Background: an optimization exercise with open tools, aiming at a short achievable clock period. Do not read the settings as production practice.

==> run a: inputs <==
==> flow/design.v <==
module srvmux (
    input  wire        clk,
    input  wire        rst,           
    input  wire        tick,
    input  wire        cmd_valid,
    input  wire [47:0] cmd,
    output reg         resp_valid,
    output wire [39:0] resp,
    output wire        servo_out,
    output wire [3:0]  addr,
    output wire        step_out,
    output reg         ev_step_fire,
    output reg         ev_step_wrap,
    output reg         ev_div,
    output reg         ev_mux,
    output reg         ev_wdt
);
    reg [191:0] pw;           
    reg         wr_p;         
    reg [3:0]   wr_sel;
    reg [31:0]  imm_r;        
    reg [3:0]   idx;
    reg [11:0]  pulse;        
    reg [11:0]  scnt;
    reg         servo;        
    reg [15:0]  tcnt;
    reg [15:0]  ocr_s;
    reg [31:0]  rem;
    reg         step_en;
    reg         deferred;
    reg         in_step;
    reg [15:0]  ocr_d;
    reg         div_en;
    reg [3:0]   cnt_ms;
    reg [4:0]   cnt_10ms;
    reg [1:0]   cnt_250ms;
    reg         f10ms;
    reg         f250ms;
    reg         f1s;
    reg [1:0]   rsp_status;
    reg [31:0]  rsp_data;
    assign resp      = {6'd0, rsp_status, rsp_data};
    assign servo_out = servo;
    assign addr      = idx;
    assign step_out  = in_step;
    wire         wr_ok = wr_p & (imm_r[31:12] == 20'd0) &
                         (imm_r[11:0] >= 12'd600) & (imm_r[11:0] < 12'd2400);
    reg  [191:0] pw_t;
    integer k;
    always @(*) begin
        pw_t = pw;
        for (k = 0; k < 16; k = k + 1)
            if (wr_ok && wr_sel == k) pw_t[12*k +: 12] = imm_r[11:0];
    end
    wire [11:0]  pulse_t = (ev_mux && wr_ok && wr_sel == idx) ? imm_r[11:0] : pulse;
    wire        cm9    = (cnt_ms == 4'd9);
    wire        c24    = (cnt_10ms == 5'd24);
    wire        c3     = (cnt_250ms == 2'd3);
    wire [15:0] ocr_d_t     = ev_div ? ocr_d + 16'd1000 : ocr_d;
    wire [3:0]  cnt_ms_t    = ev_div ? (cm9 ? 4'd0 : cnt_ms + 4'd1) : cnt_ms;
    wire [4:0]  cnt_10ms_t  = (ev_div & cm9) ? (c24 ? 5'd0 : cnt_10ms + 5'd1) : cnt_10ms;
    wire [1:0]  cnt_250ms_t = (ev_div & cm9 & c24) ? cnt_250ms + 2'd1 : cnt_250ms;
    wire        f10ms_t  = f10ms  | (ev_div & cm9);
    wire        f250ms_t = f250ms | (ev_div & cm9 & c24);
    wire        f1s_t    = f1s    | (ev_div & cm9 & c24 & c3);
    wire [15:0] tp1    = tcnt + 16'd1;
    wire        rem_z  = (rem == 32'd0);
    wire        rem_lt = (rem[31:16] == 16'd0);            
    wire [15:0] base   = rem_z ? tcnt : ocr_s;
    wire [15:0] base17 = base + 16'd17;
    wire [15:0] basem  = base - 16'd10000;
    wire [15:0] xa     = tp1 - base;                       
    wire        x17    = (xa == 16'd17);
    wire        m0     = (tp1 == ocr_s);
    wire        mb     = ~rem_z & (tcnt + 16'd10001 == ocr_s);    
    wire        mc     = ~rem_z & m0;                             
    wire        dm     = ~ev_div & (tp1 == ocr_d);
    wire        w1     = (rem[31:17] == 15'd0);             
    wire        w2     = (rem < 32'd141072);                
    wire [15:0] wr_ocr = w1 ? (ocr_s + rem[15:0]) : w2 ? (ocr_s - 16'd10000) : ocr_s;
    wire [31:0] wr_rem = (w2 & ~w1) ? (rem - 32'd55536) : (rem - 32'd65536);
    wire [11:0] s1p    = scnt + 12'd1;
    wire        s1     = (s1p != pulse_t);
    wire [3:0]  idxp1  = idx + 4'd1;
    reg  [11:0] pwn;
    integer m;
    always @(*) begin
        pwn = 12'd0;
        for (m = 0; m < 16; m = m + 1)
            if (idxp1 == m) pwn = pw_t[12*m +: 12];
    end
    wire [11:0] period = pulse_t + 12'd1;
    reg [31:0] rv [0:31];
    integer j;
    always @(*) begin
        for (j = 0; j < 16; j = j + 1) rv[j] = {20'd0, pw_t[12*j +: 12]};
        rv[16] = {28'd0, idx};
        rv[17] = {20'd0, period};
        rv[18] = {20'd0, pulse_t};
        rv[19] = {20'd0, scnt};
        rv[20] = {16'd0, tcnt};
        rv[21] = {16'd0, ocr_s};
        rv[22] = rem;
        rv[23] = {29'd0, in_step, deferred, step_en};
        rv[24] = {16'd0, ocr_d_t};
        rv[25] = {31'd0, div_en};
        rv[26] = {28'd0, cnt_ms_t};
        rv[27] = {27'd0, cnt_10ms_t};
        rv[28] = {30'd0, cnt_250ms_t};
        rv[29] = {29'd0, f1s_t, f250ms_t, f10ms_t};
        rv[30] = {24'd0, idx, 2'b00, in_step, servo};
        rv[31] = 32'd0;
    end
    wire [7:0]  op  = cmd[47:40];
    wire [7:0]  sel = cmd[39:32];
    wire [31:0] imm = cmd[31:0];
    wire imm_z   = (imm == 32'd0);
    wire sel_z   = (sel == 8'd0);
    wire op1 = (op == 8'd1);
    wire op2 = (op == 8'd2);
    wire op3 = (op == 8'd3);
    wire op4 = (op == 8'd4);
    wire op5 = (op == 8'd5);
    wire op6 = (op == 8'd6);
    wire op7 = (op == 8'd7);
    wire opbad = ~(op1 | op2 | op3 | op4 | op5 | op6 | op7);
    wire sel_lt16 = (sel[7:4] == 4'd0);
    wire sel_le1e = (sel[7:5] == 3'd0) & ~(&sel[4:0]);
    wire sel_le2  = (sel[7:2] == 6'd0) & ~(&sel[1:0]);
    wire inrange  = (imm[31:12] == 20'd0) & (imm[11:0] >= 12'd600) & (imm[11:0] < 12'd2400);
    wire illegal = opbad | ((op2 | op5 | op6) & ~imm_z) | (op3 & ~sel_z) |
                   ((op4 | op7) & ~(sel_z & imm_z));
    wire range   = (op1 & ~(sel_lt16 & inrange)) | (op2 & ~sel_lt16) |
                   (op5 & ~sel_le2) | (op6 & ~sel_le1e);
    wire stateer = op7 & ~in_step;
    wire [1:0] status = illegal ? 2'd1 : range ? 2'd2 : stateer ? 2'd3 : 2'd0;
    wire rd_ok  = ~illegal & ~range & (op2 | op6);
    wire tst_ok = ~illegal & ~range & op5;
    wire [31:0] rdv = rv[sel[4:0]];
    wire        flv = (sel[1:0] == 2'd0) ? f10ms_t : (sel[1:0] == 2'd1) ? f250ms_t : f1s_t;
    wire [31:0] data = rd_ok ? rdv : tst_ok ? {31'd0, flv} : 32'd0;
    wire c_arm   = cmd_valid & op3 & sel_z;
    wire c_armnz = c_arm & ~imm_z;
    wire c_stop  = cmd_valid & op4 & sel_z & imm_z;
    wire c_tst   = cmd_valid & tst_ok;
    wire c_sdone = cmd_valid & op7 & sel_z & imm_z & in_step;
    wire        lt17  = (imm[31:5] == 27'd0) & (imm[4:0] < 5'd17);
    wire        caseA = (imm[31:16] == 16'd0);
    wire        caseB = ~caseA & (imm < 32'd75536);
    wire        caseC = ~caseA & ~caseB;
    wire        ca1   = (imm < 32'd131072);
    wire        ca2   = (imm < 32'd141072);
    wire [15:0] base_i   = base + imm[15:0];
    wire [15:0] ocr_a    = lt17 ? base17 : base_i;
    wire        eqa      = lt17 ? x17 : (imm[15:0] == xa);
    wire [31:0] rem_a    = lt17 ? 32'd17 : imm;
    wire [31:0] imm_p10k = imm + 32'd10000;
    wire [31:0] imm_m55k = imm - 32'd55536;
    wire [31:0] imm_m64k = {imm[31:16] - 16'd1, imm[15:0]};
    wire tk     = tick & ~in_step;                  
    wire a_fire = c_armnz & tk & caseA & eqa;
    wire a_wrap = c_armnz & tk & ((caseB & mb) | (caseC & mc));
    wire en_na  = ~c_stop & (step_en | (deferred & (~in_step | c_sdone)));
    wire mt     = tick & ~c_arm & en_na & m0;
    wire n_fire = mt & rem_lt;
    wire n_wrap = mt & ~rem_lt;
    wire e_fire = a_fire | n_fire;
    wire e_wrap = a_wrap | n_wrap;
    reg [15:0] n_ocr_s;
    reg [31:0] n_rem;
    always @(*) begin
        n_ocr_s = ocr_s;
        n_rem   = rem;
        if (c_arm) begin
            if (imm_z) begin
                n_rem = 32'd0;
            end else if (caseA) begin
                n_ocr_s = ocr_a;
                n_rem   = rem_a;
            end else if (caseB) begin
                n_ocr_s = a_wrap ? base_i : basem;
                n_rem   = a_wrap ? imm_m55k : imm_p10k;
            end else begin
                if (a_wrap && ca1) begin
                    n_ocr_s = base_i;
                    n_rem   = imm_m64k;
                end else if (a_wrap && ca2) begin
                    n_ocr_s = basem;
                    n_rem   = imm_m55k;
                end else begin
                    n_ocr_s = base;
                    n_rem   = a_wrap ? imm_m64k : imm;
                end
            end
        end else if (n_wrap) begin
            n_ocr_s = wr_ocr;
            n_rem   = wr_rem;
        end
    end
    wire n_in_step = e_fire | (in_step & ~c_sdone);
    reg  n_step_en, n_deferred;
    always @(*) begin
        if (c_arm) begin
            n_step_en  = ~imm_z & tk & ~a_fire;
            n_deferred = ~imm_z & ~tk;
        end else if (c_stop) begin
            n_step_en  = 1'b0;
            n_deferred = 1'b0;
        end else if (n_fire) begin
            n_step_en  = 1'b0;
            n_deferred = 1'b0;
        end else if (c_sdone) begin
            n_step_en  = step_en | deferred;
            n_deferred = 1'b0;
        end else if (tick & deferred & ~in_step) begin
            n_step_en  = 1'b1;
            n_deferred = 1'b0;
        end else begin
            n_step_en  = step_en;
            n_deferred = deferred;
        end
    end
    wire div_en1 = c_arm | (div_en & ~c_stop);
    wire e_div   = tick & dm & div_en1;
    wire clr10   = c_tst & (sel[1:0] == 2'd0);
    wire clr250  = c_tst & (sel[1:0] == 2'd1);
    wire clr1s   = c_tst & (sel[1:0] == 2'd2);
    wire e_mux   = tick & ~servo;
    always @(posedge clk) begin
        rsp_status <= status;
        rsp_data   <= data;
        imm_r      <= imm;
        wr_sel     <= sel[3:0];
        if (rst) begin
            pw           <= {16{12'd1500}};
            wr_p         <= 1'b0;
            idx          <= 4'd0;
            pulse        <= 12'd1500;
            scnt         <= 12'd0;
            servo        <= 1'b1;
            tcnt         <= 16'd0;
            ocr_s        <= 16'd0;
            rem          <= 32'd0;
            step_en      <= 1'b0;
            deferred     <= 1'b0;
            in_step      <= 1'b0;
            ocr_d        <= 16'd1000;
            div_en       <= 1'b1;
            cnt_ms       <= 4'd0;
            cnt_10ms     <= 5'd0;
            cnt_250ms    <= 2'd0;
            f10ms        <= 1'b0;
            f250ms       <= 1'b0;
            f1s          <= 1'b0;
            resp_valid   <= 1'b0;
            ev_step_fire <= 1'b0;
            ev_step_wrap <= 1'b0;
            ev_div       <= 1'b0;
            ev_mux       <= 1'b0;
            ev_wdt       <= 1'b0;
        end else begin
            pw    <= pw_t;
            wr_p  <= cmd_valid & op1 & sel_lt16;
            if (tick) begin
                tcnt <= tp1;
                if (servo) begin
                    scnt  <= s1p;
                    servo <= s1;
                end else begin
                    scnt  <= 12'd0;
                    servo <= 1'b1;
                    idx   <= idxp1;
                end
            end
            pulse    <= (tick & ~servo) ? pwn : pulse_t;
            ocr_s    <= n_ocr_s;
            rem      <= n_rem;
            step_en  <= n_step_en;
            deferred <= n_deferred;
            in_step  <= n_in_step;
            div_en   <= div_en1;
            ocr_d     <= ocr_d_t;
            cnt_ms    <= cnt_ms_t;
            cnt_10ms  <= cnt_10ms_t;
            cnt_250ms <= cnt_250ms_t;
            f10ms  <= f10ms_t  & ~clr10;
            f250ms <= f250ms_t & ~clr250;
            f1s    <= f1s_t    & ~clr1s;
            resp_valid   <= cmd_valid;
            ev_step_fire <= e_fire;
            ev_step_wrap <= e_wrap;
            ev_div       <= e_div;
            ev_mux       <= e_mux;
            ev_wdt       <= e_mux | e_div;
        end
    end
endmodule
==> flow/flow/run.sh <==
#!/bin/bash
# Standard ORFS layout, with timing repair aimed at a tighter target than the
# clock period: repair_timing keeps working until setup slack reaches the margin.
set -euo pipefail
bash standard.sh SETUP_SLACK_MARGIN=7.2 finish > standard_flow.log 2>&1
==> flow/standard.sh <==
#!/bin/bash
# synth_recipe.tcl (not shown) runs the flow's synth.tcl, then flattens the netlist and writes it again
# the make line also repeats each setting of config.mk as NAME=value (left out here)
make -C /OpenROAD-flow-scripts/flow DESIGN_CONFIG=/design/flow/config.mk WORK_HOME=/design/flow/orfs CLKGATE_MAP_FILE= SYNTH_SCRIPT=/design/flow/synth_recipe.tcl "${@:-finish}"
==> flow/config.mk <==
export PLATFORM = sky130hd
export DESIGN_NAME = srvmux
export DESIGN_NICKNAME = srvmux
export VERILOG_FILES = /design/flow/design.v
export SDC_FILE = /design/flow/constraint.sdc
export NUM_CORES = 4
export LEC_CHECK = 0
export ABC_CLOCK_PERIOD_IN_PS = 2500
export CAP_MARGIN = 20
export CELL_PAD_IN_SITES_DETAIL_PLACEMENT = 1
export CELL_PAD_IN_SITES_GLOBAL_PLACEMENT = 2
export CORE_MARGIN = 2
export CORE_UTILIZATION = 35
export PLACE_DENSITY = 0.5
export SLEW_MARGIN = 20
==> flow/constraint.sdc <==
create_clock -name core_clock -period 10.0 [get_ports {clk}]
set_input_delay 2.0000 -clock core_clock [delete_from_list [all_inputs] [get_ports {clk}]]
set_output_delay 2.0000 -clock core_clock [all_outputs]
set_load 0.01 [all_outputs]
==> run b (differences from run a) <==
==> flow/design.v, changed modules only <==
module srvmux (
    input  wire        clk,
    input  wire        rst,           
    input  wire        tick,
    input  wire        cmd_valid,
    input  wire [47:0] cmd,
    output reg         resp_valid,
    output wire [39:0] resp,
    output wire        servo_out,
    output wire [3:0]  addr,
    output wire        step_out,
    output reg         ev_step_fire,
    output reg         ev_step_wrap,
    output reg         ev_div,
    output reg         ev_mux,
    output reg         ev_wdt
);
    reg [191:0] pw;           
    reg         wr_p;         
    reg [3:0]   wr_sel;
    reg [31:0]  imm_r;        
    reg [3:0]   idx;
    reg [11:0]  pulse;        
    reg [11:0]  scnt;
    reg         servo;        
    reg [15:0]  tcnt;
    reg [15:0]  ocr_s;
    reg [31:0]  rem;
    reg         rem_z;        
    reg         rem_lt;       
    reg [15:0]  xa;           
    reg         step_en;
    reg         deferred;
    reg         in_step;
    reg [15:0]  ocr_d;
    reg [15:0]  odm1;         
    reg         div_en;
    reg [3:0]   cnt_ms;
    reg [4:0]   cnt_10ms;
    reg [1:0]   cnt_250ms;
    reg         f10ms;
    reg         f250ms;
    reg         f1s;
    reg [1:0]   rsp_status;
    reg [31:0]  rsp_data;
    assign resp      = {6'd0, rsp_status, rsp_data};
    assign servo_out = servo;
    assign addr      = idx;
    assign step_out  = in_step;
    wire         wr_ok = wr_p & (imm_r[31:12] == 20'd0) &
                         (imm_r[11:0] >= 12'd600) & (imm_r[11:0] < 12'd2400);
    reg  [191:0] pw_t;
    integer k;
    always @(*) begin
        pw_t = pw;
        for (k = 0; k < 16; k = k + 1)
            if (wr_ok && wr_sel == k) pw_t[12*k +: 12] = imm_r[11:0];
    end
    wire [11:0]  pulse_t = (ev_mux && wr_ok && wr_sel == idx) ? imm_r[11:0] : pulse;
    wire        cm9    = (cnt_ms == 4'd9);
    wire        c24    = (cnt_10ms == 5'd24);
    wire        c3     = (cnt_250ms == 2'd3);
    wire [15:0] ocr_d_t     = ev_div ? ocr_d + 16'd1000 : ocr_d;
    wire [15:0] odm1_t      = ev_div ? odm1 + 16'd1000 : odm1;
    wire [3:0]  cnt_ms_t    = ev_div ? (cm9 ? 4'd0 : cnt_ms + 4'd1) : cnt_ms;
    wire [4:0]  cnt_10ms_t  = (ev_div & cm9) ? (c24 ? 5'd0 : cnt_10ms + 5'd1) : cnt_10ms;
    wire [1:0]  cnt_250ms_t = (ev_div & cm9 & c24) ? cnt_250ms + 2'd1 : cnt_250ms;
    wire        f10ms_t  = f10ms  | (ev_div & cm9);
    wire        f250ms_t = f250ms | (ev_div & cm9 & c24);
    wire        f1s_t    = f1s    | (ev_div & cm9 & c24 & c3);
    wire [15:0] tp1    = tcnt + 16'd1;
    wire [15:0] base   = rem_z ? tcnt : ocr_s;
    wire [15:0] base17 = base + 16'd17;
    wire [15:0] basem  = base - 16'd10000;
    wire [15:0] xb     = rem_z ? 16'd1 : xa;
    wire [15:0] xa1    = xa + 16'd1;
    wire [15:0] xb1    = rem_z ? 16'd2 : xa1;
    wire        x17    = (xa == 16'd17);
    wire        m0     = (xa == 16'd0);                           
    wire        mb     = ~rem_z & (xa == 16'd55536);              
    wire        mc     = ~rem_z & m0;                             
    wire        dm     = ~ev_div & (tcnt == odm1);
    wire        w1     = (rem[31:17] == 15'd0);             
    wire        w2     = (rem < 32'd141072);                
    wire [15:0] wr_ocr = w1 ? (ocr_s + rem[15:0]) : w2 ? (ocr_s - 16'd10000) : ocr_s;
    wire [15:0] wr_xa  = w1 ? (xa1 - rem[15:0]) : w2 ? xa_p10k1 : xa1;
    wire [31:0] wr_rem = (w2 & ~w1) ? (rem - 32'd55536) : (rem - 32'd65536);
    wire [11:0] s1p    = scnt + 12'd1;
    wire        s1     = (s1p != pulse_t);
    wire [3:0]  idxp1  = idx + 4'd1;
    reg  [11:0] pwn;
    integer m;
    always @(*) begin
        pwn = 12'd0;
        for (m = 0; m < 16; m = m + 1)
            if (idxp1 == m) pwn = pw_t[12*m +: 12];
    end
    wire [11:0] period = pulse_t + 12'd1;
    reg [31:0] rv [0:31];
    integer j;
    always @(*) begin
        for (j = 0; j < 16; j = j + 1) rv[j] = {20'd0, pw_t[12*j +: 12]};
        rv[16] = {28'd0, idx};
        rv[17] = {20'd0, period};
        rv[18] = {20'd0, pulse_t};
        rv[19] = {20'd0, scnt};
        rv[20] = {16'd0, tcnt};
        rv[21] = {16'd0, ocr_s};
        rv[22] = rem;
        rv[23] = {29'd0, in_step, deferred, step_en};
        rv[24] = {16'd0, ocr_d_t};
        rv[25] = {31'd0, div_en};
        rv[26] = {28'd0, cnt_ms_t};
        rv[27] = {27'd0, cnt_10ms_t};
        rv[28] = {30'd0, cnt_250ms_t};
        rv[29] = {29'd0, f1s_t, f250ms_t, f10ms_t};
        rv[30] = {24'd0, idx, 2'b00, in_step, servo};
        rv[31] = 32'd0;
    end
    wire [7:0]  op  = cmd[47:40];
    wire [7:0]  sel = cmd[39:32];
    wire [31:0] imm = cmd[31:0];
    wire imm_z   = (imm == 32'd0);
    wire sel_z   = (sel == 8'd0);
    wire op1 = (op == 8'd1);
    wire op2 = (op == 8'd2);
    wire op3 = (op == 8'd3);
    wire op4 = (op == 8'd4);
    wire op5 = (op == 8'd5);
    wire op6 = (op == 8'd6);
    wire op7 = (op == 8'd7);
    wire opbad = ~(op1 | op2 | op3 | op4 | op5 | op6 | op7);
    wire sel_lt16 = (sel[7:4] == 4'd0);
    wire sel_le1e = (sel[7:5] == 3'd0) & ~(&sel[4:0]);
    wire sel_le2  = (sel[7:2] == 6'd0) & ~(&sel[1:0]);
    wire inrange  = (imm[31:12] == 20'd0) & (imm[11:0] >= 12'd600) & (imm[11:0] < 12'd2400);
    wire illegal = opbad | ((op2 | op5 | op6) & ~imm_z) | (op3 & ~sel_z) |
                   ((op4 | op7) & ~(sel_z & imm_z));
    wire range   = (op1 & ~(sel_lt16 & inrange)) | (op2 & ~sel_lt16) |
                   (op5 & ~sel_le2) | (op6 & ~sel_le1e);
    wire stateer = op7 & ~in_step;
    wire [1:0] status = illegal ? 2'd1 : range ? 2'd2 : stateer ? 2'd3 : 2'd0;
    wire rd_ok  = ~illegal & ~range & (op2 | op6);
    wire tst_ok = ~illegal & ~range & op5;
    wire [31:0] rdv = rv[sel[4:0]];
    wire        flv = (sel[1:0] == 2'd0) ? f10ms_t : (sel[1:0] == 2'd1) ? f250ms_t : f1s_t;
    wire [31:0] data = rd_ok ? rdv : tst_ok ? {31'd0, flv} : 32'd0;
    wire c_arm   = cmd_valid & op3 & sel_z;
    wire c_armnz = c_arm & ~imm_z;
    wire c_stop  = cmd_valid & op4 & sel_z & imm_z;
    wire c_tst   = cmd_valid & tst_ok;
    wire c_sdone = cmd_valid & op7 & sel_z & imm_z & in_step;
    wire        lt17  = (imm[31:5] == 27'd0) & (imm[4:0] < 5'd17);
    wire        caseA = (imm[31:16] == 16'd0);
    wire        caseB = ~caseA & (imm < 32'd75536);
    wire        caseC = ~caseA & ~caseB;
    wire        ca1   = (imm < 32'd131072);
    wire        ca2   = (imm < 32'd141072);
    wire [15:0] base_i   = base + imm[15:0];
    wire        eqa      = ~rem_z & (lt17 ? x17 : (imm[15:0] == xa));
    wire [15:0] xbi0     = xb  - imm[15:0];         
    wire [15:0] xbi1     = xb1 - imm[15:0];         
    wire [15:0] xa_m17   = xa + 16'hFFEF;
    wire [15:0] xa_m16   = xa + 16'hFFF0;
    wire [15:0] xa_p10k  = xa + 16'd10000;
    wire [15:0] xa_p10k1 = xa + 16'd10001;
    wire [15:0] xb17_0   = rem_z ? 16'hFFF0 : xa_m17;    
    wire [15:0] xb17_1   = rem_z ? 16'hFFF1 : xa_m16;
    wire [15:0] xbm_0    = rem_z ? 16'd10001 : xa_p10k;   
    wire [15:0] xbm_1    = rem_z ? 16'd10002 : xa_p10k1;
    wire [31:0] imm_p10k = imm + 32'd10000;
    wire [31:0] imm_m55k = imm - 32'd55536;
    wire [31:0] imm_m64k = {imm[31:16] - 16'd1, imm[15:0]};
    wire tk     = tick & ~in_step;                  
    wire a_fire = c_armnz & tk & caseA & eqa;
    wire a_wrap = c_armnz & tk & ((caseB & mb) | (caseC & mc));
    wire en_na  = ~c_stop & (step_en | (deferred & (~in_step | c_sdone)));
    wire mt     = tick & ~c_arm & en_na & m0;
    wire n_fire = mt & rem_lt;
    wire n_wrap = mt & ~rem_lt;
    wire e_fire = a_fire | n_fire;
    wire e_wrap = a_wrap | n_wrap;
    wire sA   = c_armnz & caseA;                        
    wire sBw  = c_armnz & caseB & a_wrap;               
    wire sBn  = c_armnz & caseB & ~a_wrap;              
    wire sC1  = c_armnz & caseC & a_wrap & ca1;         
    wire sC2  = c_armnz & caseC & a_wrap & ~ca1 & ca2;  
    wire sC3  = c_armnz & caseC & a_wrap & ~ca2;        
    wire sCn  = c_armnz & caseC & ~a_wrap;              
    wire sZ   = c_arm & imm_z;                          
    wire sW   = n_wrap;                                 
    wire sH   = ~c_arm & ~n_wrap;                       
    wire o_i   = sBw | sC1 | (sA & ~lt17);              
    wire o_17  = sA & lt17;                             
    wire o_m   = sBn | sC2;                             
    wire o_b   = sC3 | sCn;                             
    wire o_h   = sZ | sH;                               
    wire [15:0] n_ocr_s = ({16{o_i}}  & base_i) | ({16{o_17}} & base17) |
                          ({16{o_m}}  & basem)  | ({16{o_b}}  & base)   |
                          ({16{sW}}   & wr_ocr) | ({16{o_h}}  & ocr_s);
    wire [15:0] n_xa    = ({16{o_i  & ~tick}} & xbi0)   | ({16{o_i  & tick}} & xbi1)   |
                          ({16{o_17 & ~tick}} & xb17_0) | ({16{o_17 & tick}} & xb17_1) |
                          ({16{o_m  & ~tick}} & xbm_0)  | ({16{o_m  & tick}} & xbm_1)  |
                          ({16{o_b  & ~tick}} & xb)     | ({16{o_b  & tick}} & xb1)    |
                          ({16{sW}} & wr_xa) |
                          ({16{o_h  & ~tick}} & xa)     | ({16{o_h  & tick}} & xa1);
    wire [31:0] n_rem   = ({32{sA & ~lt17}} & imm)      | ({32{sA & lt17}} & 32'd17) |
                          ({32{sBw | sC2}}  & imm_m55k) | ({32{sBn}} & imm_p10k)     |
                          ({32{sC1 | sC3}}  & imm_m64k) | ({32{sCn}} & imm)          |
                          ({32{sW}} & wr_rem) | ({32{sH}} & rem);
    wire n_rem_z  = c_arm ? imm_z :
                    n_wrap ? (rem == 32'h0001_0000) : rem_z;
    wire n_rem_lt = c_arm ? (imm_z | caseA | (caseB & a_wrap) | (caseC & a_wrap & ca1)) :
                    n_wrap ? w1 : rem_lt;
    wire n_in_step = e_fire | (in_step & ~c_sdone);
    reg  n_step_en, n_deferred;
    always @(*) begin
        if (c_arm) begin
            n_step_en  = ~imm_z & tk & ~a_fire;
            n_deferred = ~imm_z & ~tk;
        end else if (c_stop) begin
            n_step_en  = 1'b0;
            n_deferred = 1'b0;
        end else if (n_fire) begin
            n_step_en  = 1'b0;
            n_deferred = 1'b0;
        end else if (c_sdone) begin
            n_step_en  = step_en | deferred;
            n_deferred = 1'b0;
        end else if (tick & deferred & ~in_step) begin
            n_step_en  = 1'b1;
            n_deferred = 1'b0;
        end else begin
            n_step_en  = step_en;
            n_deferred = deferred;
        end
    end
    wire div_en1 = c_arm | (div_en & ~c_stop);
    wire e_div   = tick & dm & div_en1;
    wire clr10   = c_tst & (sel[1:0] == 2'd0);
    wire clr250  = c_tst & (sel[1:0] == 2'd1);
    wire clr1s   = c_tst & (sel[1:0] == 2'd2);
    wire e_mux   = tick & ~servo;
    always @(posedge clk) begin
        rsp_status <= status;
        rsp_data   <= data;
        imm_r      <= imm;
        wr_sel     <= sel[3:0];
        if (rst) begin
            pw           <= {16{12'd1500}};
            wr_p         <= 1'b0;
            idx          <= 4'd0;
            pulse        <= 12'd1500;
            scnt         <= 12'd0;
            servo        <= 1'b1;
            tcnt         <= 16'd0;
            ocr_s        <= 16'd0;
            rem          <= 32'd0;
            rem_z        <= 1'b1;
            rem_lt       <= 1'b1;
            xa           <= 16'd1;
            step_en      <= 1'b0;
            deferred     <= 1'b0;
            in_step      <= 1'b0;
            ocr_d        <= 16'd1000;
            odm1         <= 16'd999;
            div_en       <= 1'b1;
            cnt_ms       <= 4'd0;
            cnt_10ms     <= 5'd0;
            cnt_250ms    <= 2'd0;
            f10ms        <= 1'b0;
            f250ms       <= 1'b0;
            f1s          <= 1'b0;
            resp_valid   <= 1'b0;
            ev_step_fire <= 1'b0;
            ev_step_wrap <= 1'b0;
            ev_div       <= 1'b0;
            ev_mux       <= 1'b0;
            ev_wdt       <= 1'b0;
        end else begin
            pw    <= pw_t;
            wr_p  <= cmd_valid & op1 & sel_lt16;
            if (tick) begin
                tcnt <= tp1;
                if (servo) begin
                    scnt  <= s1p;
                    servo <= s1;
                end else begin
                    scnt  <= 12'd0;
                    servo <= 1'b1;
                    idx   <= idxp1;
                end
            end
            pulse    <= (tick & ~servo) ? pwn : pulse_t;
            ocr_s    <= n_ocr_s;
            rem      <= n_rem;
            rem_z    <= n_rem_z;
            rem_lt   <= n_rem_lt;
            xa       <= n_xa;
            step_en  <= n_step_en;
            deferred <= n_deferred;
            in_step  <= n_in_step;
            div_en   <= div_en1;
            ocr_d     <= ocr_d_t;
            odm1      <= odm1_t;
            cnt_ms    <= cnt_ms_t;
            cnt_10ms  <= cnt_10ms_t;
            cnt_250ms <= cnt_250ms_t;
            f10ms  <= f10ms_t  & ~clr10;
            f250ms <= f250ms_t & ~clr250;
            f1s    <= f1s_t    & ~clr1s;
            resp_valid   <= cmd_valid;
            ev_step_fire <= e_fire;
            ev_step_wrap <= e_wrap;
            ev_div       <= e_div;
            ev_mux       <= e_mux;
            ev_wdt       <= e_mux | e_div;
        end
    end
endmodule
==> comparison <==
Against run a, the setup slack of run b is worse by 100 ps. Of run a and run b, run b has the higher via count (gap about 11%, measured against run b). Cell count: run a is lower than run b (about 10%). Between run b and run a, the lower synthesized cell count is in run a (gap 12%, measured against run a).
Function was not checked in any run of this note: the RTL went through the layout flow alone.

## separate check: timing with driven ports
Ports are ideal in the flow. The routed layouts listed here were re-timed in OpenROAD.
Step 1 sets driving cells, clkbuf_16 on the clock port and buf_2 on the other inputs (assumed; they add their load-dependent delay and slew).
Step 2 adds t to the input delays and takes it off the output delays; t is the mean of the earliest and latest rising clock arrival at the registers after step 1. Input paths then give back, and output paths get back, about the clock's delay inside the block.
Three values: ideal, step 1, step 2; two values: the first two.
| run | shift t [ns] | setup slack, ns | worst register clock-pin slew, ns | worst data-port slew with drivers (ns) | cell pins on the clock port's net |
|---|---|---|---|---|---|
| run a | 0.683 | 5.496 / 5.512 / 4.829 | 0.07 / 0.07 | 0.07 | 1 |
| run b | 0.704 | 5.395 / 5.370 / 4.666 | 0.07 / 0.07 | 0.19 | 1 |
After both steps setup and hold are still met in every run listed. For run b, which loses most, drivers alone change the setup slack by -0.025 ns; drivers and shift together by -0.729 ns.
